This is an optimization exercise on Yosys and OpenROAD, whose aim is small area, a short achievable clock period and few clock cycles, not a production implementation. The RTL was checked by simulation tests, not by an equivalence proof against the original design.

===== flow/run.sh =====
#!/bin/bash
# synth_recipe.tcl (not shown) runs the flow's synth.tcl, then flattens the netlist and writes it again
# the make line also repeats each setting of config.mk as NAME=value (left out here)
make -C /OpenROAD-flow-scripts/flow DESIGN_CONFIG=/design/flow/config.mk WORK_HOME=/design/flow/orfs CLKGATE_MAP_FILE= SYNTH_SCRIPT=/design/flow/synth_recipe.tcl finish

===== flow/config.mk =====
export PLATFORM = sky130hd
export DESIGN_NAME = fec_engine
export DESIGN_NICKNAME = fec_engine
export VERILOG_FILES = /design/flow/design.v
export SDC_FILE = /design/flow/constraint.sdc
export NUM_CORES = 4
export LEC_CHECK = 0
export CAP_MARGIN = 20
export CORE_MARGIN = 2
export CORE_UTILIZATION = 40
export PLACE_DENSITY = 0.6
export SLEW_MARGIN = 20

===== flow/constraint.sdc =====
create_clock -name core_clock -period 10.0 [get_ports {clk}]
set_input_delay 2.0000 -clock core_clock [delete_from_list [all_inputs] [get_ports {clk}]]
set_output_delay 2.0000 -clock core_clock [all_outputs]
set_load 0.01 [all_outputs]

===== flow/design.v =====
module fec_engine (
    input  wire        clk,
    input  wire        rst,
    input  wire        cfg_valid,
    output wire        cfg_ready,
    input  wire [9:0]  cfg_k,
    input  wire [11:0] cfg_len,
    output reg  [5:0]  stat_p,
    output reg         stat_m16,
    output reg         stat_unavail,
    input  wire        in_valid,
    output wire        in_ready,
    input  wire [15:0] in_sym,
    output wire        out_valid,
    input  wire        out_ready,
    output wire [15:0] out_sym
);
    localparam integer NL = 15;              
    localparam integer NR = 53;              
    localparam integer NE = NR - NL;         
    function [7:0] t8;
        input [7:0] x;
        begin
            t8[0] = x[0] ^ x[2] ^ x[4] ^ x[6];
            t8[1] = x[2] ^ x[3] ^ x[4] ^ x[7];
            t8[2] = x[2] ^ x[4] ^ x[5];
            t8[3] = x[3] ^ x[5] ^ x[6] ^ x[7];
            t8[4] = x[4] ^ x[7];
            t8[5] = x[2] ^ x[6];
            t8[6] = x[1] ^ x[2] ^ x[3] ^ x[4] ^ x[6];
            t8[7] = x[5];
        end
    endfunction
    function [15:0] t16;
        input [15:0] x;
        begin
            t16[0] = x[0] ^ x[6] ^ x[7] ^ x[8] ^ x[13] ^ x[14];
            t16[1] = x[1] ^ x[4] ^ x[6] ^ x[13];
            t16[2] = x[1] ^ x[5] ^ x[6] ^ x[7] ^ x[10] ^ x[11] ^ x[13] ^ x[14];
            t16[3] = x[2] ^ x[6] ^ x[7] ^ x[9] ^ x[11] ^ x[13] ^ x[15];
            t16[4] = x[2] ^ x[3] ^ x[4] ^ x[7] ^ x[8] ^ x[13] ^ x[15];
            t16[5] = x[2] ^ x[5] ^ x[7] ^ x[8] ^ x[9] ^ x[14];
            t16[6] = x[3] ^ x[4] ^ x[5] ^ x[6] ^ x[8] ^ x[9] ^ x[12] ^ x[15];
            t16[7] = x[2] ^ x[5] ^ x[6] ^ x[7] ^ x[9] ^ x[10] ^ x[11] ^ x[12];
            t16[8] = x[2] ^ x[3] ^ x[4] ^ x[5] ^ x[7] ^ x[8] ^ x[9] ^ x[11] ^ x[14] ^ x[15];
            t16[9] = x[3] ^ x[4] ^ x[10] ^ x[11] ^ x[12] ^ x[15];
            t16[10] = x[2] ^ x[3] ^ x[4] ^ x[6] ^ x[10] ^ x[12] ^ x[13];
            t16[11] = x[1] ^ x[4] ^ x[14];
            t16[12] = x[1] ^ x[2] ^ x[4] ^ x[7] ^ x[8] ^ x[9] ^ x[11] ^ x[14] ^ x[15];
            t16[13] = x[9] ^ x[10] ^ x[11];
            t16[14] = x[5] ^ x[9] ^ x[10] ^ x[13] ^ x[15];
            t16[15] = x[13] ^ x[15];
        end
    endfunction
    function [7:0] i8;
        input [7:0] x;
        begin
            i8[0] = x[0] ^ x[1] ^ x[3] ^ x[7];
            i8[1] = x[1] ^ x[2] ^ x[4] ^ x[5] ^ x[6] ^ x[7];
            i8[2] = x[1] ^ x[2] ^ x[3] ^ x[5];
            i8[3] = x[2] ^ x[3] ^ x[4] ^ x[5];
            i8[4] = x[1] ^ x[3] ^ x[5] ^ x[7];
            i8[5] = x[7];
            i8[6] = x[1] ^ x[2] ^ x[3];
            i8[7] = x[1] ^ x[3] ^ x[4] ^ x[5] ^ x[7];
        end
    endfunction
    function [15:0] i16;
        input [15:0] x;
        begin
            i16[0] = x[0] ^ x[4] ^ x[5] ^ x[6] ^ x[7] ^ x[9] ^ x[10] ^ x[14];
            i16[1] = x[1] ^ x[2] ^ x[5] ^ x[7] ^ x[8] ^ x[10] ^ x[11] ^ x[13] ^ x[15];
            i16[2] = x[1] ^ x[3] ^ x[7] ^ x[8] ^ x[10] ^ x[12] ^ x[15];
            i16[3] = x[1] ^ x[2] ^ x[3] ^ x[8] ^ x[9] ^ x[10] ^ x[11] ^ x[12] ^ x[13];
            i16[4] = x[1] ^ x[2] ^ x[5] ^ x[6] ^ x[10] ^ x[13] ^ x[14];
            i16[5] = x[3] ^ x[5] ^ x[7] ^ x[8] ^ x[9] ^ x[15];
            i16[6] = x[1] ^ x[5] ^ x[12] ^ x[13] ^ x[14];
            i16[7] = x[3] ^ x[4] ^ x[5] ^ x[8] ^ x[9] ^ x[10] ^ x[11] ^ x[12] ^ x[15];
            i16[8] = x[1] ^ x[3] ^ x[6] ^ x[7] ^ x[8] ^ x[12] ^ x[14] ^ x[15];
            i16[9] = x[4] ^ x[5] ^ x[8] ^ x[11] ^ x[12] ^ x[15];
            i16[10] = x[3] ^ x[4] ^ x[7] ^ x[9] ^ x[11] ^ x[12] ^ x[14] ^ x[15];
            i16[11] = x[3] ^ x[5] ^ x[7] ^ x[8] ^ x[9] ^ x[13] ^ x[14];
            i16[12] = x[3] ^ x[4] ^ x[5] ^ x[7] ^ x[8] ^ x[11] ^ x[12] ^ x[14] ^ x[15];
            i16[13] = x[5] ^ x[6] ^ x[7] ^ x[8] ^ x[11] ^ x[12] ^ x[13] ^ x[15];
            i16[14] = x[6] ^ x[7] ^ x[8] ^ x[14] ^ x[15];
            i16[15] = x[5] ^ x[6] ^ x[7] ^ x[8] ^ x[11] ^ x[12] ^ x[13];
        end
    endfunction
    function [7:0] sq3;
        input [7:0] x;
        begin
            sq3[0] = x[0] ^ x[1] ^ x[3] ^ x[6];
            sq3[1] = x[1] ^ x[2] ^ x[6] ^ x[7];
            sq3[2] = x[2] ^ x[3] ^ x[5] ^ x[6] ^ x[7];
            sq3[3] = x[3] ^ x[4] ^ x[7];
            sq3[4] = x[4] ^ x[5] ^ x[7];
            sq3[5] = x[5] ^ x[6];
            sq3[6] = x[6] ^ x[7];
            sq3[7] = x[7];
        end
    endfunction
    function [7:0] musq3;
        input [7:0] x;
        begin
            musq3[0] = x[4] ^ x[5] ^ x[6];
            musq3[1] = x[5] ^ x[6] ^ x[7];
            musq3[2] = x[4] ^ x[6];
            musq3[3] = x[4] ^ x[5] ^ x[6] ^ x[7];
            musq3[4] = x[2] ^ x[4] ^ x[5];
            musq3[5] = x[2] ^ x[3] ^ x[5];
            musq3[6] = x[1] ^ x[2] ^ x[3] ^ x[4] ^ x[5] ^ x[7];
            musq3[7] = x[0] ^ x[3] ^ x[5] ^ x[6];
        end
    endfunction
    function [7:0] mu3;
        input [7:0] x;
        begin
            mu3[0] = x[4] ^ x[6];
            mu3[1] = x[5] ^ x[7];
            mu3[2] = x[4] ^ x[5] ^ x[7];
            mu3[3] = x[4] ^ x[6] ^ x[7];
            mu3[4] = x[2] ^ x[3] ^ x[6] ^ x[7];
            mu3[5] = x[2] ^ x[6];
            mu3[6] = x[1] ^ x[3] ^ x[5] ^ x[7];
            mu3[7] = x[0] ^ x[1] ^ x[2] ^ x[3] ^ x[4] ^ x[5] ^ x[6] ^ x[7];
        end
    endfunction
    function [15:0] tm;
        input [15:0] x;
        input        w16;
        begin
            tm = w16 ? t16(x) : {8'd0, t8(x[7:0])};
        end
    endfunction
    localparam [1:0] S_IDLE = 2'd0, S_CFG = 2'd1, S_RUN = 2'd2, S_DONE = 2'd3;
    localparam [2:0] F_IN = 3'd0, F_WAIT = 3'd1, F_OUT = 3'd2,
                     L_IN = 3'd4, L_WAIT = 3'd5, L_WIN = 3'd6, L_OUT = 3'd7;
    reg  [1:0]  st;
    reg  [2:0]  sub;
    reg  [9:0]  k_r;
    reg  [11:0] len_r;
    reg  [5:0]  p_r;
    reg         m16;
    reg         slow;
    reg  [11:0] cols_in;      
    reg  [9:0]  i_acc;        
    reg  [9:0]  i_cur;        
    reg  [5:0]  cnt;          
    reg  [5:0]  wcnt;         
    reg         ph;           
    reg  [5:0]  jw0;          
    reg  [5:0]  js_r;
    reg  [10:0] kj_r;
    reg  [4:1]  fst;          
    reg  [4:1]  lst;          
    reg  [2:1]  acd;          
    wire [10:0] k_ext    = {1'b0, k_r};
    wire [10:0] p_div    = (k_ext + 11'd19) / 11'd20;
    wire [5:0]  p_calc   = (k_r <= 10'd20) ? 6'd1 : p_div[5:0];
    wire [10:0] rows     = k_ext + {5'd0, p_calc};
    wire        fits8    = (rows <= 11'd256);
    wire        m16_calc = !fits8 && !len_r[0];
    wire        unav     = !fits8 && len_r[0];
    wire [11:0] ncols    = unav ? 12'd0 : (m16_calc ? {1'b0, len_r[11:1]} : len_r);
    reg  [15:0] out_r, sk_r;
    reg         out_v, sk_v;
    wire        pop  = out_v && out_ready;
    wire        run     = (st == S_RUN);
    wire        last_i  = (i_acc == k_r - 10'd1);
    wire        more    = (cols_in != 12'd0);
    wire        f_out   = run && (sub == F_OUT);
    wire        push_f  = f_out && (cnt != 6'd0) && !sk_v;
    wire        push_s  = run && (sub == L_OUT) && (jw0 == cnt) && !sk_v;
    wire        push    = push_f || push_s;
    wire        ph_ok   = !m16 || !ph;
    wire        rdy_f   = ((sub == F_IN) ||
                           (sub == F_OUT && more && (cnt == 6'd0 || (cnt == 6'd1 && !sk_v)))) && ph_ok;
    assign in_ready  = run && (slow ? (sub == L_IN) : rdy_f);
    assign cfg_ready = (st == S_CFG);
    assign out_valid = out_v;
    assign out_sym   = out_r;
    wire        accept  = in_valid && in_ready;
    wire        shift   = slow || push_f;
    wire        win     = run && (sub == L_WIN);
    wire        land    = m16 ? lst[4] : lst[3];
    wire        clr_f   = m16 ? fst[4] : fst[3];
    wire        en_hi   = m16 && !ph;
    wire        en_lo   = !m16 || !ph;
    wire        clr0    = slow ? (win && !ph && i_cur == 10'd0) : clr_f;
    wire        en0     = !slow || win;
    always @(posedge clk) begin
        if (rst) begin
            st    <= S_IDLE;
            sub   <= F_IN;
            ph    <= 1'b0;
            jw0   <= 6'd0;
            fst   <= 4'd0;
            lst   <= 4'd0;
            acd   <= 2'd0;
            out_v <= 1'b0;
            sk_v  <= 1'b0;
            stat_p       <= 6'd0;
            stat_m16     <= 1'b0;
            stat_unavail <= 1'b0;
        end else begin
            ph  <= !ph;
            jw0 <= (jw0 == 6'd52) ? 6'd0 : jw0 + 6'd1;
            fst <= {fst[3:1], accept && (i_acc == 10'd0)};
            lst <= {lst[3:1], accept && last_i};
            acd <= {acd[1], accept};
            if (push) begin
                if (!out_v || (pop && !sk_v)) begin
                    out_r <= pdata;
                    out_v <= 1'b1;
                end else if (pop) begin
                    out_r <= sk_r;
                    sk_r  <= pdata;
                end else begin
                    sk_r  <= pdata;
                    sk_v  <= 1'b1;
                end
            end else if (pop) begin
                out_r <= sk_r;
                out_v <= sk_v;
                sk_v  <= 1'b0;
            end
            case (st)
                S_IDLE: begin
                    k_r   <= cfg_k;
                    len_r <= cfg_len;
                    if (cfg_valid)
                        st <= S_CFG;
                end
                S_CFG: begin
                    if (cfg_valid) begin
                        stat_p       <= p_calc;
                        stat_m16     <= m16_calc;
                        stat_unavail <= unav;
                        p_r          <= p_calc;
                        m16          <= m16_calc;
                        slow         <= m16_calc && (p_calc > 6'd15);
                        cols_in      <= ncols;
                        i_acc        <= 10'd0;
                        sub          <= (m16_calc && (p_calc > 6'd15)) ? L_IN : F_IN;
                        st           <= (ncols == 12'd0) ? S_IDLE : S_RUN;
                    end else begin
                        st <= S_IDLE;
                    end
                end
                S_RUN: begin
                    if (accept) begin
                        i_cur <= i_acc;
                        if (last_i) begin
                            i_acc   <= 10'd0;
                            cols_in <= cols_in - 12'd1;
                        end else begin
                            i_acc <= i_acc + 10'd1;
                        end
                    end
                    case (sub)
                        F_IN: begin
                            if (accept && last_i)
                                sub <= F_WAIT;
                        end
                        F_WAIT: begin
                            if (land) begin
                                sub <= F_OUT;
                                cnt <= p_r;
                            end
                        end
                        F_OUT: begin
                            if (push_f)
                                cnt <= cnt - 6'd1;
                            if (accept)
                                sub <= last_i ? F_WAIT : F_IN;
                            else if (!more && (cnt == 6'd0 || (cnt == 6'd1 && push_f)))
                                st <= S_DONE;
                        end
                        L_IN: begin
                            wcnt <= 6'd0;
                            if (accept)
                                sub <= L_WAIT;
                        end
                        L_WAIT: begin
                            wcnt <= wcnt + 6'd1;
                            if (wcnt >= 6'd2 && ph) begin
                                sub  <= L_WIN;
                                wcnt <= 6'd0;
                            end
                        end
                        L_WIN: begin
                            if (!ph) begin
                                wcnt <= wcnt + 6'd1;
                                if (wcnt == 6'd52) begin
                                    if (i_acc == 10'd0) begin
                                        sub <= L_OUT;
                                        cnt <= 6'd0;
                                    end else begin
                                        sub <= L_IN;
                                    end
                                end
                            end
                        end
                        default: begin  
                            if (push_s) begin
                                cnt <= cnt + 6'd1;
                                if (cnt == p_r - 6'd1) begin
                                    if (more)
                                        sub <= L_IN;
                                    else
                                        st <= S_DONE;
                                end
                            end
                        end
                    endcase
                end
                default: begin  
                    if (!sk_v && (!out_v || pop))
                        st <= S_IDLE;
                end
            endcase
        end
    end
    reg  [15:0] s_raw, s_t, s_t2;
    reg  [15:0] u0, u1;
    wire [10:0] k_hi  = {1'b0, k_r[9:4], 4'd0};
    wire [10:0] k_hi1 = k_hi + 11'd16;
    wire [3:0]  kb    = k_r[3:0];
    always @(posedge clk) begin
        s_raw <= accept ? (m16 ? in_sym : {8'd0, in_sym[7:0]}) : 16'd0;
        s_t   <= tm(s_raw, m16);
        if (!slow || acd[2])
            s_t2 <= s_t;
        if (!(m16 && ph)) begin
            u0 <= tm({6'd0, i_acc ^ k_hi[9:0]}, m16);
            u1 <= tm({5'd0, {1'b0, i_acc} ^ k_hi1}, m16);
        end
        js_r <= (jw0 + 6'd5 + {5'd0, ph} >= 6'd53) ? jw0 + 6'd5 + {5'd0, ph} - 6'd53
                                                    : jw0 + 6'd5 + {5'd0, ph};
        kj_r <= {1'b0, k_r} + {5'd0, js_r};
    end
    wire [15:0] d_slow = t16({5'd0, {1'b0, i_cur} ^ kj_r});
    wire [15:0] pdata  = m16 ? i16(wv[0]) : {8'd0, i8(wv[0][7:0])};
    wire [15:0] wv [0:NL];
    reg  [15:0] ev [0:NE-1];
    assign wv[NL] = ev[0];
    integer e;
    always @(posedge clk) begin
        for (e = 0; e < NE - 1; e = e + 1)
            ev[e] <= ev[e + 1];
        ev[NE-1] <= wv[0];
    end
    genvar l;
    generate
        for (l = 0; l < NL; l = l + 1) begin : g_lane
            reg  [15:0] d_r, x_r, w_r;
            reg  [7:0]  n_r, q_r;
            wire [4:0]  bl  = {1'b0, kb} + l;
            wire [15:0] tv  = tm({12'd0, bl[3:0]}, m16);
            wire [15:0] dn  = (bl[4] ? u1 : u0) ^ tv;
            wire [7:0]  a1  = d_r[15:8];
            wire [7:0]  a0  = d_r[7:0];
            wire        phs = m16 && !ph;
            wire        phx = m16 && ph;
            wire [7:0]  ma, mb, mc, qi;
            gf_m3 u_ma (.a(phs ? a0 : s_t2[7:0]), .b(phs ? a1 : (a0 ^ a1)), .y(ma));
            gf_m3 u_mb (.a(phs ? x_r[15:8] : s_t2[15:8]), .b(phs ? q_r : a1), .y(mb));
            gf_m3 u_mc (.a(phs ? x_r[7:0] : (s_t2[7:0] ^ s_t2[15:8])), .b(phx ? a0 : q_r), .y(mc));
            gf_i3 u_inv (.a(m16 ? n_r : a0), .y(qi));
            wire [15:0] y;
            wire [15:0] wsrc;
            assign wv[l] = w_r;
            if (l == 0) begin : g_l0
                assign y    = {mb & {8{en_hi && en0}}, mc & {8{en_lo && en0}}};
                assign wsrc = ((shift ? wv[1] : w_r) & {16{!clr0}}) ^ y;
            end else begin : g_ln
                assign y    = {mb & {8{en_hi}}, mc & {8{en_lo}}};
                assign wsrc = shift ? wv[l + 1] : ((w_r & {16{!clr_f}}) ^ y);
            end
            always @(posedge clk) begin
                if (l == 0 && slow)
                    d_r <= d_slow;
                else
                    d_r <= dn;
                n_r <= sq3(a0) ^ ma ^ musq3(a1);
                q_r <= qi;
                x_r <= {mc ^ ma, ma ^ mu3(mb)};
                w_r <= wsrc;
            end
        end
    endgenerate
endmodule
module gf_m3 (
    input  wire [7:0] a,
    input  wire [7:0] b,
    output wire [7:0] y
);
    wire g1 = a[0] & b[0];
    wire g2 = a[1] & b[1];
    wire g3 = a[0] ^ a[1];
    wire g4 = b[0] ^ b[1];
    wire g5 = g3 & g4;
    wire g6 = g1 ^ g2;
    wire g7 = g5 ^ g1;
    wire g8 = a[2] & b[2];
    wire g9 = a[3] & b[3];
    wire g10 = a[2] ^ a[3];
    wire g11 = b[2] ^ b[3];
    wire g12 = g10 & g11;
    wire g13 = g8 ^ g9;
    wire g14 = g12 ^ g8;
    wire g15 = a[0] ^ a[2];
    wire g16 = a[1] ^ a[3];
    wire g17 = b[0] ^ b[2];
    wire g18 = b[1] ^ b[3];
    wire g19 = g15 & g17;
    wire g20 = g16 & g18;
    wire g21 = g15 ^ g16;
    wire g22 = g17 ^ g18;
    wire g23 = g21 & g22;
    wire g24 = g19 ^ g20;
    wire g25 = g23 ^ g19;
    wire g26 = g13 ^ g14;
    wire g27 = g6 ^ g14;
    wire g28 = g7 ^ g26;
    wire g29 = g24 ^ g6;
    wire g30 = g25 ^ g7;
    wire g31 = a[4] & b[4];
    wire g32 = a[5] & b[5];
    wire g33 = a[4] ^ a[5];
    wire g34 = b[4] ^ b[5];
    wire g35 = g33 & g34;
    wire g36 = g31 ^ g32;
    wire g37 = g35 ^ g31;
    wire g38 = a[6] & b[6];
    wire g39 = a[7] & b[7];
    wire g40 = a[6] ^ a[7];
    wire g41 = b[6] ^ b[7];
    wire g42 = g40 & g41;
    wire g43 = g38 ^ g39;
    wire g44 = g42 ^ g38;
    wire g45 = a[4] ^ a[6];
    wire g46 = a[5] ^ a[7];
    wire g47 = b[4] ^ b[6];
    wire g48 = b[5] ^ b[7];
    wire g49 = g45 & g47;
    wire g50 = g46 & g48;
    wire g51 = g45 ^ g46;
    wire g52 = g47 ^ g48;
    wire g53 = g51 & g52;
    wire g54 = g49 ^ g50;
    wire g55 = g53 ^ g49;
    wire g56 = g43 ^ g44;
    wire g57 = g36 ^ g44;
    wire g58 = g37 ^ g56;
    wire g59 = g54 ^ g36;
    wire g60 = g55 ^ g37;
    wire g61 = a[0] ^ a[4];
    wire g62 = a[1] ^ a[5];
    wire g63 = a[2] ^ a[6];
    wire g64 = a[3] ^ a[7];
    wire g65 = b[0] ^ b[4];
    wire g66 = b[1] ^ b[5];
    wire g67 = b[2] ^ b[6];
    wire g68 = b[3] ^ b[7];
    wire g69 = g61 & g65;
    wire g70 = g62 & g66;
    wire g71 = g61 ^ g62;
    wire g72 = g65 ^ g66;
    wire g73 = g71 & g72;
    wire g74 = g69 ^ g70;
    wire g75 = g73 ^ g69;
    wire g76 = g63 & g67;
    wire g77 = g64 & g68;
    wire g78 = g63 ^ g64;
    wire g79 = g67 ^ g68;
    wire g80 = g78 & g79;
    wire g81 = g76 ^ g77;
    wire g82 = g80 ^ g76;
    wire g83 = g61 ^ g63;
    wire g84 = g62 ^ g64;
    wire g85 = g65 ^ g67;
    wire g86 = g66 ^ g68;
    wire g87 = g83 & g85;
    wire g88 = g84 & g86;
    wire g89 = g83 ^ g84;
    wire g90 = g85 ^ g86;
    wire g91 = g89 & g90;
    wire g92 = g87 ^ g88;
    wire g93 = g91 ^ g87;
    wire g94 = g81 ^ g82;
    wire g95 = g74 ^ g82;
    wire g96 = g75 ^ g94;
    wire g97 = g92 ^ g74;
    wire g98 = g93 ^ g75;
    wire g99 = g59 ^ g60;
    wire g100 = g58 ^ g60;
    wire g101 = g57 ^ g58;
    wire g102 = g101 ^ g59;
    wire g103 = g102 ^ g60;
    wire g104 = g27 ^ g99;
    wire g105 = g28 ^ g59;
    wire g106 = g29 ^ g100;
    wire g107 = g30 ^ g103;
    wire g108 = g95 ^ g27;
    wire g109 = g96 ^ g28;
    wire g110 = g97 ^ g29;
    wire g111 = g98 ^ g30;
    assign y = {g111, g110, g109, g108, g107, g106, g105, g104};
endmodule
module gf_i3 (
    input  wire [7:0] a,
    output wire [7:0] y
);
    wire g1 = a[0] ^ a[1];
    wire g2 = g1 ^ a[3];
    wire g3 = a[1] ^ a[2];
    wire g4 = a[2] ^ a[3];
    wire g5 = a[0] & a[4];
    wire g6 = a[1] & a[5];
    wire g7 = a[4] ^ a[5];
    wire g8 = g1 & g7;
    wire g9 = g5 ^ g6;
    wire g10 = g8 ^ g5;
    wire g11 = a[2] & a[6];
    wire g12 = a[3] & a[7];
    wire g13 = a[6] ^ a[7];
    wire g14 = g4 & g13;
    wire g15 = g11 ^ g12;
    wire g16 = g14 ^ g11;
    wire g17 = a[0] ^ a[2];
    wire g18 = a[1] ^ a[3];
    wire g19 = a[4] ^ a[6];
    wire g20 = a[5] ^ a[7];
    wire g21 = g17 & g19;
    wire g22 = g18 & g20;
    wire g23 = g17 ^ g18;
    wire g24 = g19 ^ g20;
    wire g25 = g23 & g24;
    wire g26 = g21 ^ g22;
    wire g27 = g25 ^ g21;
    wire g28 = g15 ^ g16;
    wire g29 = g9 ^ g16;
    wire g30 = g10 ^ g28;
    wire g31 = g26 ^ g9;
    wire g32 = g27 ^ g10;
    wire g33 = g2 ^ g29;
    wire g34 = g3 ^ g30;
    wire g35 = g4 ^ g31;
    wire g36 = a[3] ^ g32;
    wire g37 = g7 ^ a[7];
    wire g38 = a[5] ^ a[6];
    wire g39 = g13 ^ a[7];
    wire g40 = g38 ^ a[7];
    wire g41 = g37 ^ g38;
    wire g42 = g41 ^ g13;
    wire g43 = g42 ^ a[7];
    wire g44 = g33 ^ g39;
    wire g45 = g34 ^ g13;
    wire g46 = g35 ^ g40;
    wire g47 = g36 ^ g43;
    wire g48 = g44 ^ g45;
    wire g49 = g44 & g46;
    wire g50 = g45 & g47;
    wire g51 = g46 ^ g47;
    wire g52 = g48 & g51;
    wire g53 = g49 ^ g50;
    wire g54 = g52 ^ g49;
    wire g55 = g48 ^ g53;
    wire g56 = g45 ^ g54;
    wire g57 = g51 ^ g47;
    wire g58 = g55 ^ g47;
    wire g59 = g56 ^ g57;
    wire g60 = g58 ^ g59;
    wire g61 = g44 ^ g46;
    wire g62 = g45 ^ g47;
    wire g63 = g61 & g60;
    wire g64 = g62 & g59;
    wire g65 = g61 ^ g62;
    wire g66 = g60 ^ g59;
    wire g67 = g65 & g66;
    wire g68 = g63 ^ g64;
    wire g69 = g67 ^ g63;
    wire g70 = g46 & g60;
    wire g71 = g47 & g59;
    wire g72 = g51 & g66;
    wire g73 = g70 ^ g71;
    wire g74 = g72 ^ g70;
    wire g75 = a[0] ^ a[4];
    wire g76 = a[1] ^ a[5];
    wire g77 = a[2] ^ a[6];
    wire g78 = a[3] ^ a[7];
    wire g79 = g75 & g68;
    wire g80 = g76 & g69;
    wire g81 = g75 ^ g76;
    wire g82 = g68 ^ g69;
    wire g83 = g81 & g82;
    wire g84 = g79 ^ g80;
    wire g85 = g83 ^ g79;
    wire g86 = g77 & g73;
    wire g87 = g78 & g74;
    wire g88 = g77 ^ g78;
    wire g89 = g73 ^ g74;
    wire g90 = g88 & g89;
    wire g91 = g86 ^ g87;
    wire g92 = g90 ^ g86;
    wire g93 = g75 ^ g77;
    wire g94 = g76 ^ g78;
    wire g95 = g68 ^ g73;
    wire g96 = g69 ^ g74;
    wire g97 = g93 & g95;
    wire g98 = g94 & g96;
    wire g99 = g93 ^ g94;
    wire g100 = g95 ^ g96;
    wire g101 = g99 & g100;
    wire g102 = g97 ^ g98;
    wire g103 = g101 ^ g97;
    wire g104 = g91 ^ g92;
    wire g105 = g84 ^ g92;
    wire g106 = g85 ^ g104;
    wire g107 = g102 ^ g84;
    wire g108 = g103 ^ g85;
    wire g109 = a[4] & g68;
    wire g110 = a[5] & g69;
    wire g111 = g7 & g82;
    wire g112 = g109 ^ g110;
    wire g113 = g111 ^ g109;
    wire g114 = a[6] & g73;
    wire g115 = a[7] & g74;
    wire g116 = g13 & g89;
    wire g117 = g114 ^ g115;
    wire g118 = g116 ^ g114;
    wire g119 = g19 & g95;
    wire g120 = g20 & g96;
    wire g121 = g24 & g100;
    wire g122 = g119 ^ g120;
    wire g123 = g121 ^ g119;
    wire g124 = g117 ^ g118;
    wire g125 = g112 ^ g118;
    wire g126 = g113 ^ g124;
    wire g127 = g122 ^ g112;
    wire g128 = g123 ^ g113;
    assign y = {g128, g127, g126, g125, g108, g107, g106, g105};
endmodule

==> run summary, run 1 <==
* Synth top area share at 24.6%
* Mapped Area at 133,000 µm²
* Post-route antenna net violation count at 0
* Main flop type after synthesis: dfxtp_1
* Async S/R FF share, synth at 0%
* Slew HR at 12.3%
* Initial antenna violation count at 32
* DR DRC count at 0
* Post-synthesis sequential area ratio at between 20% and 30%
* Worst-path clk slew at approximately 60 ps
* Total track usage at about a quarter
* RSZ-0062 raised after global routing: false
* CP Launch Type: register
* Placer Congestion at 1.01
* Seq. cell area at 37,300 µm²
* TritonRoute pass-1 iters at 6
* Area Overhead vs Synth at 8.54%
* Root buffer cell: clkbuf_16
* Hold Path Class: register to register
* Starting Density at slightly above 40%
* R2R depth at 29
* Worst Max-Slew Pin Slew at approximately 1300 ps
* H-tree lvl count at 4
* Area of the multi-input gates at 91,600 µm²
* Clock buffer depth at 4
* Wirelength, routed at 432,000 µm
* Yosys top cell by area: dfxtp_1
* Fmax at 0.118 GHz
* Post-Syn Area per Cell at 8.47 µm²
* Port bufs at roughly 70
* Finish-stage setup viols at 0
* Vias per cell at roughly 5.4
* Syn nets at 15,920
* # IOs at 70
* Data required, critical path at 10,580 ps
* Post-DP HPWL at 316,000 µm
* Starting DRT DRC Count at approximately 11,000
* Clock Skew at around 150 ps
* FP Rows at ~210
* Period utilisation layout at 85.0%
* Die X-Extent at 581 µm
* Post-synthesis cell type count at 119
* Critical Path Sink Type: register
* Slowest stage delay, CP at ~600 ps
* Min Tclk post-route at 8500 ps
* TNS Setup at 0 ps
* Final hold violation count at 0
* #FFs+latches synth at roughly 1,800
* Hold path cells at 0
* CTS tree: built
* Routed len/inst at 21.6 µm
* Post-CTS Repair Setup Buffers at 0
* CTS resizes at 0
* PnR worst setup slack at 1500 ps
* Post-synth EDFFs at 152
* Most common cell in the netlist: xnor2_1
* TritonCTS Buffers at 202
* Crit-path slowest cell: or4_1
* Data arrival, critical path at 9080 ps
* Cells after synthesis at approximately 16,000
* Core Region at 331,000 µm²
* Largest net degree at the start of global routing at between 200 and 250
* Gr ovfl total at 0
* Total number of vias at 107,848
* Clock sinks at 1,786
* Pins Over Slew Limit at 0
* Die Y at 581 µm
* Die ar. at 338,000 µm²
* Max_cap viols at 0
* Crit Path Class: register to register
* Commonest cells in the synthesized netlist: xnor2_1 (3,303), dfxtp_1 (1,634), nand2_1 (1,572), xor2_1 (1,547), nor2_1 (1,193)
* Outcome: no timing/DRC/antenna violations
* Fillers at about 32,000
* Layout cells sized above 1 at 6.39%
* Dominant cells by area after synthesis: dfxtp_1 (25%), xnor2_1 (22%), xor2_1 (10%)
* First-pass GRT wire length at 639,000 µm
* Ys Warns at 2
* Dpl ws at 1610 ps
* Vias in the first global route at approximately 99,000
* Final net count at 15,612
* Hold Buf Count CTS at 0
* Clock latency (worst-skew pair) at 960 ps
* Max FO, Critical Path at 20
==> layout by cell type (no fill, tap or decap), types with 228 or more instances in the layout <==
master / n
nor2b_1: 228
mux2i_1: 654
a21oi_1: 935
xor2_1: 1545
inv_1: 294
nand2_1: 1565
dfxtp_1: 1634
nor2_1: 1186
xnor2_1: 3301
o21ai_0: 797
==> layout make-up <==
class	count	area share (%)
sequential	1786	25.8
timing repair buffer	246	1.49
multi-input combinational	12871	63.3
inverter	313	0.819
antenna	11	0.0190
clock buffer	267	3.98
tap	4366	3.78
clock inverter	94	0.813
==> path summary, 6_finish.rpt <==
path,from,end,slack (ps)
max reg2reg,k_r[1],cols_in[4],1500
min,ev[33][7],ev[32][7],270
max,k_r[1],cols_in[4],1500
min reg2reg,ev[33][7],ev[32][7],270
==> kinds of logic after synthesis <==
group                      share of synthesized area [%]
AOI/OAI and AO/OA                                   12.8
buffers and inverters                               3.43
adders and majority gates                           1.42
and+or+nand+nor                                     13.5
xor gates and xnor gates                            33.7
DFF                                                 28.0
muxes                                               7.19
==> through the flow <==
| stage | area, µm² | util (%) | hold WS, ps | instances |
|---|---|---|---|---|
| finish | 145000 | 43.7 | 270 | 19954 |
| global route | 145000 | 43.7 | 259 | 19944 |
| CTS | 145000 | 43.7 | 252 | 19943 |
| detailed placement | 138000 | 41.6 | 312 | 19582 |
| global placement | 138000 | 41.6 | 310 | 19582 |
| floorplan | 133000 | - | 310 | 15728 |
==> registers in the layout, summed over array words and instances, names as in the netlist, 10 cells and up <==
register / flops
ev: 608
g_lane.w_r: 240
g_lane.x_r: 240
g_lane.d_r: 225
g_lane.n_r: 120
g_lane.q_r: 120
out_r: 16
s_raw: 16
s_t2: 16
s_t: 16
sk_r: 16
u0: 15
u1: 15
cols_in: 12
len_r: 12
kj_r: 11
i_acc: 10
i_cur: 10
k_r: 10
==> layer usage <==
metal  wire length, µm  GRT usage, %  vias up  part of all wire, %
met5               102             0        -                0.024
met4             23400          11.9       14                  5.4
met3             34300          4.10      934                  7.9
met2            185000          37.7     3957                   43
met1            189000          33.3    51056                   44
li1                  -             -    51887                    -
==> critical path: cells and delay by family (launching register included) <==
kind / cells / cell delay (ps)
DFF: 1 / 450
adders and majority gates: 4 / 1210
xor gates and xnor gates: 2 / 310
muxes: 1 / 130
AOI/OAI and AO/OA: 9 / 2190
and+or+nand+nor: 9 / 3040
buffers and inverters: 4 / 900
Testbench counts, summed over its fixed seeds: cycles 47,489.
==> run 2: changes to the inputs <==
--- a/flow/design.v
+++ b/flow/design.v
@@ -132,10 +132,10 @@
             tm = w16 ? t16(x) : {8'd0, t8(x[7:0])};
         end
     endfunction
-    localparam [1:0] S_IDLE = 2'd0, S_CFG = 2'd1, S_RUN = 2'd2, S_DONE = 2'd3;
+    localparam [2:0] S_IDLE = 3'd0, S_PRE = 3'd1, S_CFG = 3'd2, S_RUN = 3'd3, S_DONE = 3'd4;
     localparam [2:0] F_IN = 3'd0, F_WAIT = 3'd1, F_OUT = 3'd2,
                      L_IN = 3'd4, L_WAIT = 3'd5, L_WIN = 3'd6, L_OUT = 3'd7;
-    reg  [1:0]  st;
+    reg  [2:0]  st;
     reg  [2:0]  sub;
     reg  [9:0]  k_r;
     reg  [11:0] len_r;
@@ -154,13 +154,14 @@
     reg  [4:1]  fst;          
     reg  [4:1]  lst;          
     reg  [2:1]  acd;          
-    wire [10:0] k_ext    = {1'b0, k_r};
-    wire [10:0] p_div    = (k_ext + 11'd19) / 11'd20;
-    wire [5:0]  p_calc   = (k_r <= 10'd20) ? 6'd1 : p_div[5:0];
-    wire [10:0] rows     = k_ext + {5'd0, p_calc};
-    wire        fits8    = (rows <= 11'd256);
-    wire        m16_calc = !fits8 && !len_r[0];
-    wire        unav     = !fits8 && len_r[0];
+    reg  [8:0]  y_r;          
+    reg         small_r;      
+    reg         big_r;        
+    reg         over_r;       
+    wire [17:0] y_mul    = {9'd0, y_r} * 18'd205;
+    wire [5:0]  p_calc   = small_r ? 6'd1 : y_mul[15:10];
+    wire        m16_calc = big_r && !len_r[0];
+    wire        unav     = big_r && len_r[0];
     wire [11:0] ncols    = unav ? 12'd0 : (m16_calc ? {1'b0, len_r[11:1]} : len_r);
     reg  [15:0] out_r, sk_r;
     reg         out_v, sk_v;
@@ -229,7 +230,14 @@
                     k_r   <= cfg_k;
                     len_r <= cfg_len;
                     if (cfg_valid)
-                        st <= S_CFG;
+                        st <= S_PRE;
+                end
+                S_PRE: begin
+                    y_r     <= ({1'b0, k_r} + 11'd19) >> 2;
+                    small_r <= (k_r <= 10'd20);
+                    big_r   <= (k_r > 10'd243);
+                    over_r  <= (k_r > 10'd300);
+                    st      <= cfg_valid ? S_CFG : S_IDLE;
                 end
                 S_CFG: begin
                     if (cfg_valid) begin
@@ -238,10 +246,10 @@
                         stat_unavail <= unav;
                         p_r          <= p_calc;
                         m16          <= m16_calc;
-                        slow         <= m16_calc && (p_calc > 6'd15);
+                        slow         <= m16_calc && over_r;
                         cols_in      <= ncols;
                         i_acc        <= 10'd0;
-                        sub          <= (m16_calc && (p_calc > 6'd15)) ? L_IN : F_IN;
+                        sub          <= (m16_calc && over_r) ? L_IN : F_IN;
                         st           <= (ncols == 12'd0) ? S_IDLE : S_RUN;
                     end else begin
                         st <= S_IDLE;
@@ -366,7 +374,7 @@
             gf_m3 u_ma (.a(phs ? a0 : s_t2[7:0]), .b(phs ? a1 : (a0 ^ a1)), .y(ma));
             gf_m3 u_mb (.a(phs ? x_r[15:8] : s_t2[15:8]), .b(phs ? q_r : a1), .y(mb));
             gf_m3 u_mc (.a(phs ? x_r[7:0] : (s_t2[7:0] ^ s_t2[15:8])), .b(phx ? a0 : q_r), .y(mc));
-            gf_i3 u_inv (.a(m16 ? n_r : a0), .y(qi));
+            gf_i3 u_inv (.a(n_r), .y(qi));
             wire [15:0] y;
             wire [15:0] wsrc;
             assign wv[l] = w_r;
@@ -382,7 +390,7 @@
                     d_r <= d_slow;
                 else
                     d_r <= dn;
-                n_r <= sq3(a0) ^ ma ^ musq3(a1);
+                n_r <= m16 ? (sq3(a0) ^ ma ^ musq3(a1)) : dn[7:0];
                 q_r <= qi;
                 x_r <= {mc ^ ma, ma ^ mu3(mb)};
                 w_r <= wsrc;
--- a/flow/config.mk
+++ b/flow/config.mk
@@ -9,4 +9,5 @@
 export CORE_MARGIN = 2
 export CORE_UTILIZATION = 40
 export PLACE_DENSITY = 0.6
+export SETUP_SLACK_MARGIN = 5
 export SLEW_MARGIN = 20
==> run 2 against run 1 <==
  * Via count increased by 5.3%
  * Global-route usage increased by 2.9 points
  * Non-clock buffer count increased by 63
  * Design area increased by 1.7%
  * Critical path type is now register to output port
  * Critical endpoint is now in_ready
==> run summary, run 2 <==
* First-pass GRT wire length at 699,000 µm (+9.5%)
* Largest net degree at the start of global routing at 182 (-26%)
* Routed len/inst at 23.7 µm (+9.7%)
* Ys Warns at 2 (unchanged)
* Max FO, Critical Path at 2 (-90%)
* Worst-path clk slew at 60 ps (about the same)
* Cell family with most CP delay: simple AND/OR/NAND/NOR gates
* Final net count at 16,188 (+3.7%)
* Post-Syn Area per Cell at 8.21 µm² (-3.1%)
* Core Region at 334,000 µm² (+0.87%)
* Most flop-heavy register: ev
* Area after DPL at 138,000 µm² (+0.61%)
* # IOs at 70 (unchanged)
* Clock buffer depth at 4 (unchanged)
* Die Y at 583 µm (+0.32%)
* Dpl ws at 4290 ps (+2670 ps)
* Layout Utilization at 44.1% (+0.35 points)
* Gr ovfl total at 0 (unchanged)
* Finish-stage setup viols at 0 (unchanged)
* Root buffer cell: clkbuf_16
* Total number of vias at 113,605 (+5.3%)
* Data arrival, critical path at 3160 ps (-5920 ps)
* Die X-Extent at 583 µm (+0.32%)
* Most common cell in the netlist: xnor2_1
* Post-route antenna net violation count at 0 (unchanged)
* TNS Setup at 0 ps (unchanged)
* Min Tclk post-route at 5160 ps (-3340 ps)
* Cells after DPL at 20,076 (+2.5%)
* Die ar. at 340,000 µm² (+0.65%)
* Synth top area share at 24.4% (-0.14 points)
* Vias in the first global route at 103,442 (+4.3%)
* Critical Path Sink Type: output port
* Starting Density at 40.2% (-0.089 points)
* Crit Path Class: register to output port
* Final hold violation count at 0 (unchanged)
* Wirelength, routed at 487,000 µm (+13%)
* Slowest stage delay, CP at 540 ps (-60 ps)
* Period utilisation layout at 51.6% (-33 points)
* FP Rows at 212 (+0.47%)
* Clock Skew at 85.2 ps (-69.4 ps)
* Total track usage at 27.4% (+2.9 points)
* Main flop type after synthesis: dfxtp_1
* Slew HR at 15.3% (+3.0 points)
* Commonest cells in the synthesized netlist: xnor2_1 (3,322), xor2_1 (1,723), nand2_1 (1,718), dfxtp_1 (1,635), nor2_1 (1,406)
* Mapped Area at 134,000 µm² (+0.65%)
* Cells after synthesis at 16,332 (+3.8%)
* Reg-to-reg setup timing slack at 4970 ps (+3470 ps)
* Most common cell after layout, fill and taps aside: xnor2_1
* Post-synthesis sequential area ratio at 28.1% (+0.10 points)
* Worst Max-Slew Pin Slew at 1260 ps (-54.6 ps)
* TritonCTS Buffers at 201 (-0.50%)
* Crit-path slowest cell: or4_4
* Yosys top cell by area: dfxtp_1
* Design area at 147,000 µm² (+1.7%)
* Clock latency (worst-skew pair) at 930 ps (-30 ps)
* Commonest non-fill, non-tap cells in the layout: xnor2_1 (3,275), nand2_1 (1,702), xor2_1 (1,690), dfxtp_1 (1,621), nor2_1 (1,391)
* Pins Over Slew Limit at 0 (unchanged)
* Biggest regs: ev: 608 flops, g_lane.w_r: 240 flops, g_lane.x_r: 240 flops
* Area Overhead vs Synth at 9.66%
* Post-synthesis cell type count at 90 (-24%)
* Crit path cell chain: or4_4, or3_4, nor2_4, nand4b_1, nor2b_4, o21ai_1, a21oi_1, buf_4, buf_2
* Starting DRT DRC Count at 12,388 (+14%)
* CTS tree: built
* RSZ-0062 raised after global routing: true
* Buf/Inv on CP at 2 (-2)
* Async S/R FF share, synth at 0% (unchanged)
* Dominant cells by area after synthesis: dfxtp_1 (24%), xnor2_1 (22%), xor2_1 (11%)
* Post-DP HPWL at 351,000 µm (+11%)
* Layout cells sized above 1 at 6.27% (-0.11 points)
* Clock sinks at 1,799 (+0.73%)
* Fmax at 0.194 GHz (+65%)
* TritonRoute pass-1 iters at 6 (unchanged)
* Max reg flops at 608 (unchanged)
* Post-route insts no fill at 20,529 (+2.9%)
* Data required, critical path at 8000 ps (-2580 ps)
* Hold Path Class: register to register
* Vias per cell at 5.53 (+2.4%)
* #FFs+latches synth at 1,799 (+0.73%)
* Outcome: no timing/DRC/antenna violations
* Port bufs at 69 (unchanged)
* Syn nets at 16,565 (+4.1%)
* Post-synth EDFFs at 164 (+7.9%)
* Max_cap viols at 0 (unchanged)
* H-tree lvl count at 4 (unchanged)
* Placer Congestion at 1.01 (+0.13%)
* Initial antenna violation count at 42 (+31%)
* PnR worst setup slack at 4840 ps (+3340 ps)
* DR DRC count at 0 (unchanged)
* CP Launch Type: register
* Min Hold Slack at 315 ps (+44.9 ps)
[run 2: cell types whose count changed after synthesis, moves of 64 or more]
cell,change
buf_1,+97
xor2_1,+176
nand3_1,+64
nand2_1,+146
o21ai_0,+133
nor2_1,+213
clkbuf_1,+108
a21oi_1,+169
mux2i_1,-141
[run 2: metal layers]
metal / vias to the layer above / part of all wire [%] / global-route usage (%)
met3: 1282 / 9.4 / 5.06
met2: 5225 / 42 / 41.0
met5: - / 0.012 / 0
met1: 53552 / 41 / 36.1
met4: 8 / 7.6 / 17.8
li1: 53538 / - / -
[run 2: what timing repair did]
action / in CTS / in global routing
buffers inserted: 25 / 32
pin swaps: 10 / 13
gates resized for setup: 91 / 135
cloned: 4 / 2
hold endpoints to repair: 0 / 0
hold buffers: 0 / 0
endpoints found under the setup margin: 552 / 293
[run 2: kinds of logic (layout without fill, tap and decap cells)]
kind of cell	after synthesis	after routing	share of synthesized area, %
flip-flops	1799	1799	28.1
multiplexers	686	686	5.29
adder cells (fa/ha/maj)	190	190	1.86
AND/OR/NAND/NOR	4275	4278	13.9
other	0	30	0
XOR/XNOR	5117	5117	34.1
AO/OA/AOI/OAI	3076	3076	13.3
buffers and inverters	1189	966	3.43
[run 2: path summary, 6_finish.rpt]
path,endpoint,startpoint,cells after the start
min reg2reg,ev[5][10],ev[6][10],0
max,in_ready,cols_in[4],9
max reg2reg,g_lane[5].n_r[3],m16,13
min,ev[5][10],ev[6][10],0
[run 2: final cells by class]
cell class,count,area (µm²)
fill,32972,187000
tap,4387,5490
antenna,30,75.1
clock inverter,112,1260
timing repair buffer,309,2910
sequential,1799,37700
clock buffer,248,5540
inverter,297,1120
multi-input combinational,13347,93000
Testbench counts of run 2, summed over its fixed seeds: cycles 47,564.
==> run 3: changes to the inputs <==
--- a/flow/design.v
+++ b/flow/design.v
@@ -165,22 +165,19 @@
     wire [11:0] ncols    = unav ? 12'd0 : (m16_calc ? {1'b0, len_r[11:1]} : len_r);
     reg  [15:0] out_r, sk_r;
     reg         out_v, sk_v;
+    reg         in_rdy, cfg_rdy;
+    reg         last_r;       
     wire        pop  = out_v && out_ready;
     wire        run     = (st == S_RUN);
-    wire        last_i  = (i_acc == k_r - 10'd1);
     wire        more    = (cols_in != 12'd0);
-    wire        f_out   = run && (sub == F_OUT);
-    wire        push_f  = f_out && (cnt != 6'd0) && !sk_v;
+    wire        push_f  = run && (sub == F_OUT) && (cnt != 6'd0) && !sk_v;
     wire        push_s  = run && (sub == L_OUT) && (jw0 == cnt) && !sk_v;
     wire        push    = push_f || push_s;
-    wire        ph_ok   = !m16 || !ph;
-    wire        rdy_f   = ((sub == F_IN) ||
-                           (sub == F_OUT && more && (cnt == 6'd0 || (cnt == 6'd1 && !sk_v)))) && ph_ok;
-    assign in_ready  = run && (slow ? (sub == L_IN) : rdy_f);
-    assign cfg_ready = (st == S_CFG);
+    assign in_ready  = in_rdy;
+    assign cfg_ready = cfg_rdy;
     assign out_valid = out_v;
     assign out_sym   = out_r;
-    wire        accept  = in_valid && in_ready;
+    wire        accept  = in_valid && in_rdy;
     wire        shift   = slow || push_f;
     wire        win     = run && (sub == L_WIN);
     wire        land    = m16 ? lst[4] : lst[3];
@@ -189,55 +186,186 @@
     wire        en_lo   = !m16 || !ph;
     wire        clr0    = slow ? (win && !ph && i_cur == 10'd0) : clr_f;
     wire        en0     = !slow || win;
+    reg  [2:0]  st_n, sub_n;
+    reg  [5:0]  cnt_n, wcnt_n;
+    reg  [11:0] cols_in_n;
+    reg  [9:0]  i_acc_n;
+    reg         out_v_n, sk_v_n, m16_n, slow_n;
+    always @* begin
+        st_n      = st;
+        sub_n     = sub;
+        cnt_n     = cnt;
+        wcnt_n    = wcnt;
+        cols_in_n = cols_in;
+        i_acc_n   = i_acc;
+        m16_n     = m16;
+        slow_n    = slow;
+        out_v_n   = out_v;
+        sk_v_n    = sk_v;
+        if (push) begin
+            if (!out_v || (pop && !sk_v))
+                out_v_n = 1'b1;
+            else if (!pop)
+                sk_v_n = 1'b1;
+        end else if (pop) begin
+            out_v_n = sk_v;
+            sk_v_n  = 1'b0;
+        end
+        case (st)
+            S_IDLE: begin
+                if (cfg_valid)
+                    st_n = S_PRE;
+            end
+            S_PRE: begin
+                st_n = cfg_valid ? S_CFG : S_IDLE;
+            end
+            S_CFG: begin
+                if (cfg_valid) begin
+                    m16_n     = m16_calc;
+                    slow_n    = m16_calc && over_r;
+                    cols_in_n = ncols;
+                    i_acc_n   = 10'd0;
+                    sub_n     = (m16_calc && over_r) ? L_IN : F_IN;
+                    st_n      = (ncols == 12'd0) ? S_IDLE : S_RUN;
+                end else begin
+                    st_n = S_IDLE;
+                end
+            end
+            S_RUN: begin
+                if (accept) begin
+                    if (last_r) begin
+                        i_acc_n   = 10'd0;
+                        cols_in_n = cols_in - 12'd1;
+                    end else begin
+                        i_acc_n = i_acc + 10'd1;
+                    end
+                end
+                case (sub)
+                    F_IN: begin
+                        if (accept && last_r)
+                            sub_n = F_WAIT;
+                    end
+                    F_WAIT: begin
+                        if (land) begin
+                            sub_n = F_OUT;
+                            cnt_n = p_r;
+                        end
+                    end
+                    F_OUT: begin
+                        if (push_f)
+                            cnt_n = cnt - 6'd1;
+                        if (accept)
+                            sub_n = last_r ? F_WAIT : F_IN;
+                        else if (!more && (cnt == 6'd0 || (cnt == 6'd1 && push_f)))
+                            st_n = S_DONE;
+                    end
+                    L_IN: begin
+                        wcnt_n = 6'd0;
+                        if (accept)
+                            sub_n = L_WAIT;
+                    end
+                    L_WAIT: begin
+                        wcnt_n = wcnt + 6'd1;
+                        if (wcnt >= 6'd2 && ph) begin
+                            sub_n  = L_WIN;
+                            wcnt_n = 6'd0;
+                        end
+                    end
+                    L_WIN: begin
+                        if (!ph) begin
+                            wcnt_n = wcnt + 6'd1;
+                            if (wcnt == 6'd52) begin
+                                if (i_acc == 10'd0) begin
+                                    sub_n = L_OUT;
+                                    cnt_n = 6'd0;
+                                end else begin
+                                    sub_n = L_IN;
+                                end
+                            end
+                        end
+                    end
+                    default: begin  
+                        if (push_s) begin
+                            cnt_n = cnt + 6'd1;
+                            if (cnt == p_r - 6'd1) begin
+                                if (more)
+                                    sub_n = L_IN;
+                                else
+                                    st_n = S_DONE;
+                            end
+                        end
+                    end
+                endcase
+            end
+            default: begin  
+                if (!sk_v && (!out_v || pop))
+                    st_n = S_IDLE;
+            end
+        endcase
+    end
     always @(posedge clk) begin
         if (rst) begin
-            st    <= S_IDLE;
-            sub   <= F_IN;
-            ph    <= 1'b0;
-            jw0   <= 6'd0;
-            fst   <= 4'd0;
-            lst   <= 4'd0;
-            acd   <= 2'd0;
-            out_v <= 1'b0;
-            sk_v  <= 1'b0;
+            st      <= S_IDLE;
+            sub     <= F_IN;
+            ph      <= 1'b0;
+            jw0     <= 6'd0;
+            fst     <= 4'd0;
+            lst     <= 4'd0;
+            acd     <= 2'd0;
+            out_v   <= 1'b0;
+            sk_v    <= 1'b0;
+            in_rdy  <= 1'b0;
+            cfg_rdy <= 1'b0;
             stat_p       <= 6'd0;
             stat_m16     <= 1'b0;
             stat_unavail <= 1'b0;
         end else begin
+            st      <= st_n;
+            sub     <= sub_n;
+            cnt     <= cnt_n;
+            wcnt    <= wcnt_n;
+            cols_in <= cols_in_n;
+            i_acc   <= i_acc_n;
+            m16     <= m16_n;
+            slow    <= slow_n;
+            out_v   <= out_v_n;
+            sk_v    <= sk_v_n;
+            cfg_rdy <= (st_n == S_CFG);
+            in_rdy  <= (st_n == S_RUN) &&
+                       (slow_n ? (sub_n == L_IN)
+                               : (((sub_n == F_IN) ||
+                                   (sub_n == F_OUT && cols_in_n != 12'd0 &&
+                                    (cnt_n == 6'd0 || (cnt_n == 6'd1 && !sk_v_n)))) &&
+                                  (!m16_n || ph)));
             ph  <= !ph;
             jw0 <= (jw0 == 6'd52) ? 6'd0 : jw0 + 6'd1;
             fst <= {fst[3:1], accept && (i_acc == 10'd0)};
-            lst <= {lst[3:1], accept && last_i};
+            lst <= {lst[3:1], accept && last_r};
             acd <= {acd[1], accept};
             if (push) begin
                 if (!out_v || (pop && !sk_v)) begin
                     out_r <= pdata;
-                    out_v <= 1'b1;
                 end else if (pop) begin
                     out_r <= sk_r;
                     sk_r  <= pdata;
                 end else begin
                     sk_r  <= pdata;
-                    sk_v  <= 1'b1;
                 end
             end else if (pop) begin
                 out_r <= sk_r;
-                out_v <= sk_v;
-                sk_v  <= 1'b0;
             end
+            if (accept)
+                i_cur <= i_acc;
             case (st)
                 S_IDLE: begin
                     k_r   <= cfg_k;
                     len_r <= cfg_len;
-                    if (cfg_valid)
-                        st <= S_PRE;
                 end
                 S_PRE: begin
                     y_r     <= ({1'b0, k_r} + 11'd19) >> 2;
                     small_r <= (k_r <= 10'd20);
                     big_r   <= (k_r > 10'd243);
                     over_r  <= (k_r > 10'd300);
-                    st      <= cfg_valid ? S_CFG : S_IDLE;
                 end
                 S_CFG: begin
                     if (cfg_valid) begin
@@ -245,89 +373,12 @@
                         stat_m16     <= m16_calc;
                         stat_unavail <= unav;
                         p_r          <= p_calc;
-                        m16          <= m16_calc;
-                        slow         <= m16_calc && over_r;
-                        cols_in      <= ncols;
-                        i_acc        <= 10'd0;
-                        sub          <= (m16_calc && over_r) ? L_IN : F_IN;
-                        st           <= (ncols == 12'd0) ? S_IDLE : S_RUN;
-                    end else begin
-                        st <= S_IDLE;
                     end
                 end
-                S_RUN: begin
-                    if (accept) begin
-                        i_cur <= i_acc;
-                        if (last_i) begin
-                            i_acc   <= 10'd0;
-                            cols_in <= cols_in - 12'd1;
-                        end else begin
-                            i_acc <= i_acc + 10'd1;
-                        end
-                    end
-                    case (sub)
-                        F_IN: begin
-                            if (accept && last_i)
-                                sub <= F_WAIT;
-                        end
-                        F_WAIT: begin
-                            if (land) begin
-                                sub <= F_OUT;
-                                cnt <= p_r;
-                            end
-                        end
-                        F_OUT: begin
-                            if (push_f)
-                                cnt <= cnt - 6'd1;
-                            if (accept)
-                                sub <= last_i ? F_WAIT : F_IN;
-                            else if (!more && (cnt == 6'd0 || (cnt == 6'd1 && push_f)))
-                                st <= S_DONE;
-                        end
-                        L_IN: begin
-                            wcnt <= 6'd0;
-                            if (accept)
-                                sub <= L_WAIT;
-                        end
-                        L_WAIT: begin
-                            wcnt <= wcnt + 6'd1;
-                            if (wcnt >= 6'd2 && ph) begin
-                                sub  <= L_WIN;
-                                wcnt <= 6'd0;
-                            end
-                        end
-                        L_WIN: begin
-                            if (!ph) begin
-                                wcnt <= wcnt + 6'd1;
-                                if (wcnt == 6'd52) begin
-                                    if (i_acc == 10'd0) begin
-                                        sub <= L_OUT;
-                                        cnt <= 6'd0;
-                                    end else begin
-                                        sub <= L_IN;
-                                    end
-                                end
-                            end
-                        end
-                        default: begin  
-                            if (push_s) begin
-                                cnt <= cnt + 6'd1;
-                                if (cnt == p_r - 6'd1) begin
-                                    if (more)
-                                        sub <= L_IN;
-                                    else
-                                        st <= S_DONE;
-                                end
-                            end
-                        end
-                    endcase
-                end
-                default: begin  
-                    if (!sk_v && (!out_v || pop))
-                        st <= S_IDLE;
-                end
+                default: ;
             endcase
         end
+        last_r <= (i_acc_n == k_r - 10'd1);
     end
     reg  [15:0] s_raw, s_t, s_t2;
     reg  [15:0] u0, u1;
==> run 3 against run 2 <==
  * Worst setup slack improved by 140 ps
  * Count of clock-buffer cells in the layout rose by 6
  * Still clean on timing, DRC and antenna
  * Area after synthesis shrank 0.18%
  * Design area about the same
  * Largest cell class unchanged
  * Global-route usage down 1.2 points
  * Clock skew up 11 ps
  * Die area is 0.18% lower
  * Sequential share of layout area is 0.054 points higher
  * Utilization is 0.060 points higher
  * Critical path type is now register to register
  * Synthesized cell count decreased by 0.55%
==> run summary, run 3 <==
* Post-Syn Area per Cell at 8.24 µm² (+0.37%)
* Ys Warns at 2 (unchanged)
* CTS tree: built
* TNS Setup at 0 ps (unchanged)
* Most common cell in the netlist: xnor2_1
* Total number of vias at 112,916 (-0.61%)
* Pins Over Slew Limit at 0 (unchanged)
* PnR worst setup slack at 4980 ps (+139 ps)
* Vias per cell at 5.53 (-0.13%)
* Biggest regs: ev: 608 flops, g_lane.w_r: 240 flops, g_lane.x_r: 240 flops
* Final hold violation count at 0 (unchanged)
* Syn nets at 16,474 (-0.55%)
* Largest net degree at the start of global routing at 208 (+14%)
* Hold Path Sink: ev[18][0]
* Post-route insts no fill at 20,432 (-0.47%)
* Max reg flops at 608 (unchanged)
* Max FO, Critical Path at 60 (+58)
* Starting Density at 40.2% (about the same)
* Worst Max-Slew Pin Slew at 1250 ps (-8.52 ps)
* Port bufs at 69 (unchanged)
* Starting DRT DRC Count at 11,498 (-7.2%)
* First-pass GRT wire length at 677,000 µm (-3.1%)
* Area after DPL at 138,000 µm² (-0.24%)
* Placer Congestion at 1.00 (-0.98%)
* Critical Path Sink Type: register
* Clock buffer depth at 4 (unchanged)
* Cells after synthesis at 16,242 (-0.55%)
* Period utilisation layout at 50.2% (-1.4 points)
* #FFs+latches synth at 1,802 (+0.17%)
* Hold Buf Count CTS at 0 (unchanged)
* Crit Path Class: register to register
* Die Y at 582 µm (about the same)
* Final net count at 16,081 (-0.66%)
* Outcome: no timing/DRC/antenna violations
* DR DRC count at 0 (unchanged)
* FP Rows at 212 (unchanged)
* # IOs at 70 (unchanged)
* Post-synth EDFFs at 164 (unchanged)
* Fmax at 0.199 GHz (+2.8%)
* Most flop-heavy register: ev
* Min Hold Slack at 297 ps (-18.5 ps)
* Design area at 147,000 µm² (about the same)
* Commonest non-fill, non-tap cells in the layout: xnor2_1 (3,203), nand2_1 (1,747), xor2_1 (1,627), dfxtp_1 (1,616), nor2_1 (1,435)
* TritonRoute pass-1 iters at 6 (unchanged)
* Mapped Area at 134,000 µm² (-0.18%)
* Area Overhead vs Synth at 9.84%
* Async S/R FF share, synth at 0% (unchanged)
* Finish-stage setup viols at 0 (unchanged)
* Dominant cells by area after synthesis: dfxtp_1 (24%), xnor2_1 (21%), xor2_1 (11%)
* Max_cap viols at 0 (unchanged)
* Main flop type after synthesis: dfxtp_1
* Clock Skew at 95.9 ps (+10.6 ps)
* R2R depth at 13 (unchanged)
* Post-route antenna net violation count at 0 (unchanged)
* Wirelength, routed at 465,000 µm (-4.6%)
* Clock latency (worst-skew pair) at 920 ps (about the same)
* Cells after DPL at 20,000 (-0.38%)
* Fillers at 33,054 (+0.25%)
* Data arrival, critical path at 5710 ps (+2550 ps)
* Gr ovfl total at 0 (unchanged)
* Root buffer cell: clkbuf_16
* Hold Path Class: register to register
* Post-synthesis cell type count at 100 (+11%)
* Die ar. at 339,000 µm² (-0.18%)
* Clock sinks at 1,802 (+0.17%)
* RR Startpoint: ph
* Worst setup path startpoint: ph
* TritonCTS Buffers at 201 (unchanged)
* Post-synthesis sequential area ratio at 28.2% (+0.096 points)
* Initial antenna violation count at 46 (+9.5%)
* Total track usage at 26.2% (-1.2 points)
* Commonest cells in the synthesized netlist: xnor2_1 (3,277), nand2_1 (1,761), xor2_1 (1,648), dfxtp_1 (1,638), nor2_1 (1,445)
* Die X-Extent at 582 µm (about the same)
* Data required, critical path at 10,690 ps (+2690 ps)
* RR Endpoint: g_lane[11].n_r[5]
* H-tree lvl count at 4 (unchanged)
* CP Launch Type: register
* Slew HR at 15.9% (+0.57 points)
* Reg-to-reg setup timing slack at 4980 ps (about the same)
* Hold path start: ev[19][0]
* Post-DP HPWL at 336,000 µm (-4.4%)
* Yosys top cell by area: dfxtp_1
* Hold path cells at 0 (unchanged)
* Routed len/inst at 22.7 µm (-4.2%)
* Min Tclk post-route at 5020 ps (-139 ps)
* Core Region at 333,000 µm² (-0.16%)
* Most common cell after layout, fill and taps aside: xnor2_1
* Dpl ws at 4190 ps (-96.8 ps)
* Worst-path clk slew at 60 ps (about the same)
* Vias in the first global route at 103,780 (+0.33%)
* RSZ-0062 raised after global routing: true
* Layout cells sized above 1 at 6.24% (-0.039 points)
* Synth top area share at 24.5% (+0.090 points)
* Layout Utilization at 44.1% (+0.060 points)
-- run 3: changes by cell type after synthesis, sizes merged, moves of 19 or more --
cell,change
o22ai,+23
nand2,+43
mux2i,+31
a31oi,-19
inv,-74
xnor2,-44
nor2,+39
a21oi,-41
buf,+33
xor2,-71
nand3b,+24
and3,-21
clkbuf,-63
-- run 3: final cells by class --
| class | instances | area [µm²] | share of cell area [%] |
|---|---|---|---|
| tap | 4387 | 5490 | 3.73 |
| clock buffer | 254 | 5610 | 3.81 |
| timing repair buffer | 264 | 2640 | 1.80 |
| inverter | 223 | 853 | 0.580 |
| sequential | 1802 | 37700 | 25.7 |
| clock inverter | 105 | 1550 | 1.05 |
| multi-input combinational | 13357 | 93000 | 63.3 |
| antenna | 40 | 100 | 0.0681 |
-- run 3: cells by family after synthesis --
family / synth area share (%)
XOR/XNOR: 33.4
buffers and inverters: 3.22
AO/OA/AOI/OAI: 13.4
AND/OR/NAND/NOR: 14.3
adder cells (fa/ha/maj): 1.85
flip-flops: 28.2
multiplexers: 5.59
-- run 3: critical path, stage by stage, from the launching register on --
cell and delay, ps:
dfxtp_2 610, nand2b_4 280, clkbuf_8 420, and2_2 390, buf_4 500, a21oi_1 240, xnor2_1 520, xnor2_1 170
nor2_1 50, a21oi_1 190, xnor2_1 100, xnor2_1 540, xnor2_1 150, o21ai_0 490
-- run 3: worst max path at each step --
stage	endpoint	slack, ps	cells after the start
6_report	g_lane[11].n_r[5]	4980	13
5_1_grt	g_lane[3].q_r[3]	4960	15
4_1_cts	g_lane[9].x_r[7]	4950	15
3_5_place_dp	in_rdy	4190	13
3_3_place_gp	g_lane[5].x_r[7]	4270	14
2_1_floorplan	k_r[0]	5010	3
-- run 3: routing by layer --
layer	global-route usage, %	part of all wire (%)
met4	17.2	7.3
met2	39.9	43
met3	5.22	9.1
met1	33.6	41
met5	0	0.028
-- run 3: what timing repair did --
action,CTS,global route
setup endpoints to repair,496,277
resized for setup,82,137
cloned,5,1
setup buffers,5,21
pin swaps,2,8
Testbench counts of run 3, summed over its fixed seeds: cycles 47,564.

## port drivers added, routing unchanged
The results above use ideal ports. As a check the final layouts listed here were re-extracted and re-timed, cells and wires unchanged. Step 1 (the two cells are an assumption about what drives the block):
set clk [get_ports {clk}]
set_driving_cell -lib_cell sky130_fd_sc_hd__clkbuf_16 $clk
set_driving_cell -lib_cell sky130_fd_sc_hd__buf_2 [delete_from_list [all_inputs] $clk]
Step 2 moves the port delays by t, midway between the first and last clock arrival at a register: inputs arrive t later, outputs are due t later. That takes back most of the time a late clock gives input paths. Slacks: ideal ports / drivers / drivers and shift; pairs: ideal ports / drivers.
run | t, ns | setup slack, ns | slew at the worst register clock pin (ns)
run 1 | 0.986 | 1.500 / 1.500 / 1.500 | 0.07 / 0.07
run 2 | 0.990 | 4.840 / 4.738 / 4.966 | 0.08 / 0.08
run 3 | 0.993 | 4.978 / 4.978 / 4.358 | 0.07 / 0.07
After both steps every run listed still meets setup and hold. The setup slack of run 3, which loses most, moves by 0.000 ns with the drivers and by -0.620 ns with both steps.
